This is an optimization exercise on Yosys and OpenROAD, whose aim is small area, a short achievable clock period and few clock cycles per item, not a production implementation.
No functional check of the RTL was part of this run.
No activity file was given, so power comes from the tool's default toggle rates.

==> design/flow/design.v <==
module gs_writer (
    input             clk,
    input             rst,
    input             cmd_valid,
    output            cmd_ready,
    input      [3:0]  cmd_op,
    input      [7:0]  cmd_nbits,
    input      [63:0] cmd_value,
    output            out_valid,
    input             out_ready,
    output     [31:0] out_data,
    output     [2:0]  out_bytes,
    output reg        rsp_valid,
    output reg [2:0]  rsp_code,
    output reg [15:0] rsp_bits,
    output reg [31:0] rsp_crc
);
    localparam [3:0] OP_WOPEN   = 4'h1;
    localparam [3:0] OP_WRITE   = 4'h2;
    localparam [3:0] OP_WRITES  = 4'h3;
    localparam [3:0] OP_PADEMIT = 4'h4;
    localparam [2:0] F_OK       = 3'd0;
    localparam [2:0] F_WIDTH    = 3'd2;
    localparam [2:0] F_ILLEGAL  = 3'd3;
    localparam [2:0] F_STATE    = 3'd4;
    localparam [2:0] F_OVERFLOW = 3'd5;
    localparam [1:0] W_CLOSED  = 2'd0;
    localparam [1:0] W_OPEN    = 2'd1;
    localparam [1:0] W_DONE    = 2'd2;
    localparam [1:0] W_FAULTED = 2'd3;
    localparam [1:0] C_IDLE = 2'd0;
    localparam [1:0] C_CRC  = 2'd1;
    localparam [1:0] C_OUT  = 2'd2;
    localparam [16:0] MAX_BITS = 17'd32768;
    reg  [1:0]  wstate;
    reg  [1:0]  cstate;
    reg  [95:0] acc;       
    reg  [6:0]  cnt;       
    reg  [15:0] total;     
    reg  [31:0] crc;       
    reg  [1:0]  bidx;      
    reg  [2:0]  nbytes;    
    reg         flush;     
    assign cmd_ready = (cstate == C_IDLE);
    assign out_valid = (cstate == C_OUT);
    assign out_data  = acc[95:64];
    assign out_bytes = nbytes;
    wire accept = cmd_valid && cmd_ready;
    wire is_open  = (cmd_op == OP_WOPEN);
    wire is_write = (cmd_op == OP_WRITE) || (cmd_op == OP_WRITES);
    wire is_emit  = (cmd_op == OP_PADEMIT);
    wire no_args  = (cmd_nbits == 8'd0) && (cmd_value == 64'd0);
    wire [16:0] new_total = {1'b0, total} + {9'd0, cmd_nbits};
    reg [2:0] code;
    always @(*) begin
        if (!(is_write || ((is_open || is_emit) && no_args)))
            code = F_ILLEGAL;
        else if (is_open)
            code = F_OK;
        else if (wstate != W_OPEN)
            code = F_STATE;
        else if (is_emit)
            code = F_OK;
        else if (cmd_nbits == 8'd0 || cmd_nbits > 8'd64)
            code = F_WIDTH;
        else if (new_total > MAX_BITS)
            code = F_OVERFLOW;
        else
            code = F_OK;
    end
    wire [63:0] wmask    = {64{1'b1}} >> (7'd64 - cmd_nbits[6:0]);
    wire [95:0] wbits    = {32'd0, cmd_value & wmask};
    wire [6:0]  wshift   = 7'd96 - cnt - cmd_nbits[6:0];
    wire [95:0] acc_wr   = acc | (wbits << wshift);
    wire [6:0]  cnt_wr   = cnt + cmd_nbits[6:0];
    reg [7:0]  crc_byte;
    reg [31:0] crc_next;
    integer i;
    always @(*) begin
        case (bidx)
            2'd0: crc_byte = acc[95:88];
            2'd1: crc_byte = acc[87:80];
            2'd2: crc_byte = acc[79:72];
            default: crc_byte = acc[71:64];
        endcase
        crc_next = crc ^ {24'd0, crc_byte};
        for (i = 0; i < 8; i = i + 1)
            crc_next = crc_next[0] ? ((crc_next >> 1) ^ 32'hEDB88320)
                                   : (crc_next >> 1);
    end
    always @(posedge clk) begin
        if (rst) begin
            wstate    <= W_CLOSED;
            cstate    <= C_IDLE;
            acc       <= 96'd0;
            cnt       <= 7'd0;
            total     <= 16'd0;
            crc       <= 32'hFFFFFFFF;
            bidx      <= 2'd0;
            nbytes    <= 3'd4;
            flush     <= 1'b0;
            rsp_valid <= 1'b0;
            rsp_code  <= 3'd0;
            rsp_bits  <= 16'd0;
            rsp_crc   <= 32'd0;
        end else begin
            rsp_valid <= 1'b0;
            case (cstate)
                C_IDLE: begin
                    if (accept) begin
                        if (code != F_OK) begin
                            rsp_valid <= 1'b1;
                            rsp_code  <= code;
                            rsp_bits  <= 16'd0;
                            rsp_crc   <= 32'd0;
                            if (code != F_ILLEGAL)
                                wstate <= W_FAULTED;
                        end else if (is_open) begin
                            wstate    <= W_OPEN;
                            acc       <= 96'd0;
                            cnt       <= 7'd0;
                            total     <= 16'd0;
                            crc       <= 32'hFFFFFFFF;
                            rsp_valid <= 1'b1;
                            rsp_code  <= F_OK;
                            rsp_bits  <= 16'd0;
                            rsp_crc   <= 32'd0;
                        end else if (is_write) begin
                            acc       <= acc_wr;
                            cnt       <= cnt_wr;
                            total     <= new_total[15:0];
                            rsp_valid <= 1'b1;
                            rsp_code  <= F_OK;
                            rsp_bits  <= 16'd0;
                            rsp_crc   <= 32'd0;
                            if (cnt_wr >= 7'd32) begin
                                cstate <= C_CRC;
                                bidx   <= 2'd0;
                                nbytes <= 3'd4;
                                flush  <= 1'b0;
                            end
                        end else begin
                            if (cnt != 7'd0) begin
                                cstate <= C_CRC;
                                bidx   <= 2'd0;
                                nbytes <= {1'b0, cnt[4:3]} + {2'b0, |cnt[2:0]};
                                flush  <= 1'b1;
                            end else begin
                                wstate    <= W_DONE;
                                rsp_valid <= 1'b1;
                                rsp_code  <= F_OK;
                                rsp_bits  <= total;
                                rsp_crc   <= ~crc;
                            end
                        end
                    end
                end
                C_CRC: begin
                    crc <= crc_next;
                    if ({1'b0, bidx} == nbytes - 3'd1)
                        cstate <= C_OUT;
                    else
                        bidx <= bidx + 2'd1;
                end
                C_OUT: begin
                    if (out_ready) begin
                        if (flush) begin
                            acc       <= 96'd0;
                            cnt       <= 7'd0;
                            wstate    <= W_DONE;
                            cstate    <= C_IDLE;
                            rsp_valid <= 1'b1;
                            rsp_code  <= F_OK;
                            rsp_bits  <= total;
                            rsp_crc   <= ~crc;
                        end else begin
                            acc <= {acc[63:0], 32'd0};
                            cnt <= cnt - 7'd32;
                            if (cnt - 7'd32 >= 7'd32) begin
                                cstate <= C_CRC;
                                bidx   <= 2'd0;
                            end else begin
                                cstate <= C_IDLE;
                            end
                        end
                    end
                end
                default: cstate <= C_IDLE;
            endcase
        end
    end
endmodule
==> design/flow/run.sh <==
#!/bin/bash
# synth_recipe.tcl (not shown) runs the flow's synth.tcl, then flattens the netlist and writes it again
# the make line also repeats each setting of config.mk as NAME=value (left out here)
make -C /OpenROAD-flow-scripts/flow DESIGN_CONFIG=/design/flow/config.mk WORK_HOME=/design/flow/orfs CLKGATE_MAP_FILE= SYNTH_SCRIPT=/design/flow/synth_recipe.tcl finish
==> design/flow/config.mk <==
export PLATFORM = sky130hd
export DESIGN_NAME = gs_writer
export DESIGN_NICKNAME = gs_writer
export VERILOG_FILES = /design/flow/design.v
export SDC_FILE = /design/flow/constraint.sdc
export NUM_CORES = 4
export LEC_CHECK = 0
export CAP_MARGIN = 20
export CORE_MARGIN = 2
export CORE_UTILIZATION = 40
export PLACE_DENSITY = 0.6
export SLEW_MARGIN = 20
==> design/flow/constraint.sdc <==
create_clock -name core_clock -period 6.0 [get_ports {clk}]
set_input_delay 1.2000 -clock core_clock [delete_from_list [all_inputs] [get_ports {clk}]]
set_output_delay 1.2000 -clock core_clock [all_outputs]
set_load 0.01 [all_outputs]
==> impl_results.md <==
* Run status: no timing/DRC/antenna violations
* Cell leakage power at 8.035 nW
* Number of CTS-inserted buffers at 25
* Yosys reg bits at 213
* Endpoints failing setup at 0
* Footprint of the multi-input gates at approximately 0.013 mm2
* Layout Area Growth over Synthesis at 22.90%
* MaxCap Viol Count at 0
* Worst vdd ir at 0.0002169 V
* Std cell rows at 78
* Detailed-route DRC error count at 0
* Post-route insts no fill at approximately 3.2k
* Placed Cells at about 3.2k
* Mapped Nets at 2506
* Vias at 21.58k
* Hpwl dp at ~73000 um
* Post-route antenna net violation count at 0
* Tcrit/Tclk final at about 92%
* Vias in the first global route at between 20k and 25k
* Pwr Density at 216.4 mW/mm2
* Least-Margin Pin Slew at 979.5 ps
* Pin count of the biggest net entering global routing at 82
* Commonest non-fill, non-tap cell in the layout: nand2_1
* CTS H-tree depth at 1
* Clock Path Buffers at 3
* Placer congestion estimate at 1.033
* CP required at 6410 ps
* Share of layout cells above drive strength 1 at 14.90%
* Hold-critical path depth at 2
* Worst-skew pair later-pin latency at between 500 and 600 ps
* Register area at about 0.0043 mm2
* Die width at 217.0 um
* Endpoints failing hold at 0
* Post-CTS sizing at 0
* FF-to-FF setup slack at roughly 1600 ps
* Die area at 0.04707 mm2
* Min cycle time layout at between 5000 and 6000 ps
* Endpoint class of the critical path: register
* DRT Pass-1 Iters at 8
* Starting density of the core at 40.23%
* First-pass GRT wire length at 135800 um
* Reg2reg start: cnt[1]
* Hold_sp: rsp_code[1]
* Crit path DAT at between 5000 and 6000 ps
* RSZ-0062 raised after global routing: false
* Asr flop ratio synth at 0%
* FF-to-FF End: acc[87]
* Main synth FF type: dfxtp_1
* ANT cells at 0
* Die height at 217.0 um
* Sequential share of the synthesized area at 23.51%
* Commonest cells after routing, fill and taps aside: nand2_1, dfxtp_1, buf_4, a21oi_1, clkdlybuf4s50_1
* Number of port buffers at 168
* Crit Path Max Fanout at 17
* Netlist cell types at 105
* R2R depth at 16
* Initial antenna violation count at 0
* Post-DR vias/cell at about 6.7
* Routed wire per std cell at 29.05 um
* Hold path endpoint: rsp_code[1]
* Number of synthesized flops with an enable pin at 0
* Root buffer cell: clkbuf_16
* Core Area at 0.04509 mm2
* CTS Hold Bufs at 0
* Net count, final at around 2.7k
* Total gr overflow at 0
* Total global-route track usage at a little under two fifths
* Worst-path clk slew at 60 ps
* Syn Inst Count at roughly 2.4k
* Num ports at 169
* Final Max Slew Viols at 0
* Overall Power at 4.825 mW
* Syn Area/Cell at roughly 7.6 um2
* Iter 0 DRT Violations at 2851
* Setup bufs post-CTS at 0
* Worst setup path category: input pin to register
* Syn Std Cell Area at 0.01814 mm2
* Worst setup SP type: input pin
* Total routed wirelength at 92860 um
* Fill cells at 4539
* Peak Freq at 0.1803 GHz
* Clock Skews at 19.86 ps
* Synth warnings at 1
* TritonCTS clock tree: done
* Slew headroom at 34.54%
* Sink Count at 213
* Hold Path Class: register to register
==> critical path: stages <==
cell	delay [ps]
clkdlybuf4s50_1	610
buf_12	250
nor3_1	510
a21oi_1	450
or2_2	490
buf_4	230
nand3_1	100
o22ai_1	130
a221oi_1	410
o311ai_0	280
mux2_2	370
a2111oi_0	740
o21ai_0	170
==> worst max path at each step <==
stage | from | end | slack [ps] | depth (start not counted)
finish | cmd_nbits[3] | acc[90] | 450 | 13
global route | cmd_nbits[0] | acc[9] | 400 | 16
CTS | cmd_nbits[0] | acc[14] | 750 | 16
detailed placement | cmd_nbits[0] | acc[14] | 190 | 16
global placement | cmd_nbits[1] | acc[64] | -80 | 15
floorplan | cmd_nbits[2] | acc[62] | 1050 | 15
==> metal layers <==
layer  share of wire (%)  vias up  track usage (%)  wire length, um
met3                 8.9      275            5.632             8271
met5                   0        -                0                0
met4                 6.1        0            20.00             5688
li1                    -     9533                -                -
met1                  42    10368            51.59            38690
met2                  43     1402            58.50            40210
==> power by group <==
group,switching [mW],total [mW],internal [mW],leakage (nW)
logic,1.23,1.87,0.643,5.92
clock network,0.649,1.54,0.890,0.396
registers,0.00166,1.42,1.42,1.72
==> cell type report <==
type                       instances  share of cell area [%]
tap                              600                   3.367
clock inverter                    10                  0.5612
clock buffer                      36                   3.081
inverter                          54                  0.9092
timing repair buffer             392                   15.68
multi-input combinational       1892                   57.27
sequential                       213                   19.13
==> metrics by stage <==
step	hold slack, ps	utilization [%]	area, um2	setup TNS [ps]	setup slack [ps]
detailed placement	449.4	47.64	21480	0	189.1
finish	454.4	49.45	22290	0	453.3
global placement	439.6	47.63	21480	-80.94	-80.94
floorplan	425.5	-	18140	0	1050
global route	481.6	49.45	22290	0	402.0
CTS	457.9	49.45	22290	0	749.1
==> registers in the layout, indices dropped and copies added (netlist names) <==
name       count
acc           96
bidx           2
cnt            7
crc           32
cstate         2
flush          1
nbytes         3
rsp_bits      16
rsp_code       3
rsp_crc       32
rsp_valid      1
total         16
wstate         2
==> Yosys cell counts, types with 27 or more instances <==
| cell type | count | area, um2 |
|---|---|---|
| xor2_1 | 31 | 271.5 |
| o221ai_1 | 27 | 236.5 |
| nor3_1 | 44 | 220.2 |
| mux2i_1 | 52 | 520.5 |
| xnor2_1 | 67 | 586.8 |
| ha_1 | 36 | 450.4 |
| nand2_1 | 235 | 882.1 |
| a31oi_1 | 31 | 193.9 |
| clkbuf_1 | 160 | 600.6 |
| dfxtp_1 | 213 | 4264 |
| nand4_1 | 28 | 175.2 |
| o211ai_1 | 27 | 202.7 |
| o21ai_0 | 111 | 555.5 |
| o31ai_1 | 52 | 390.4 |
| buf_4 | 33 | 247.7 |
| o22ai_1 | 70 | 437.9 |
| nor4_1 | 29 | 181.4 |
| mux2_2 | 33 | 371.6 |
| nor2_1 | 165 | 619.3 |
| inv_1 | 52 | 195.2 |
| nand3_1 | 108 | 540.5 |
| a21oi_1 | 174 | 870.8 |
| a211oi_1 | 32 | 240.2 |
| a22oi_1 | 44 | 330.3 |
==> logic make-up after synthesis <==
| group | count (synthesis) | synth area share, % |
|---|---|---|
| xor+xnor | 99 | 4.821 |
| compound gates | 895 | 35.47 |
| mux | 95 | 6.118 |
| fa+ha+maj | 40 | 2.925 |
| buf+inv | 281 | 6.773 |
| flops | 213 | 23.51 |
| simple gates | 763 | 20.38 |

re-timing with driven ports:
Ports are ideal in the flow. The routed layout listed here was re-timed in OpenROAD. Step 1, drivers: a clkbuf_16 drives clk and a buf_2 each remaining input, both assumed. Step 2 adds t to the input delays and takes it off the output delays; t is the mean of the earliest and latest rising clock arrival at the registers after step 1. Input paths then give back, and output paths get back, about the clock's delay inside the block. a / b / c = ideal / step 1 / step 2; a / b = the first two.
t, ns: 0.610
slack for setup (ns): 0.453 / 0.491 / -0.119
hold slack, ns: 0.454 / 0.454 / 0.454
worst data-port slew with drivers (ns): 0.05
With both steps, setup timing fails in this run, where it was met with ideal ports. For this run, drivers alone change the setup slack by +0.038 ns; drivers and shift together by -0.572 ns.
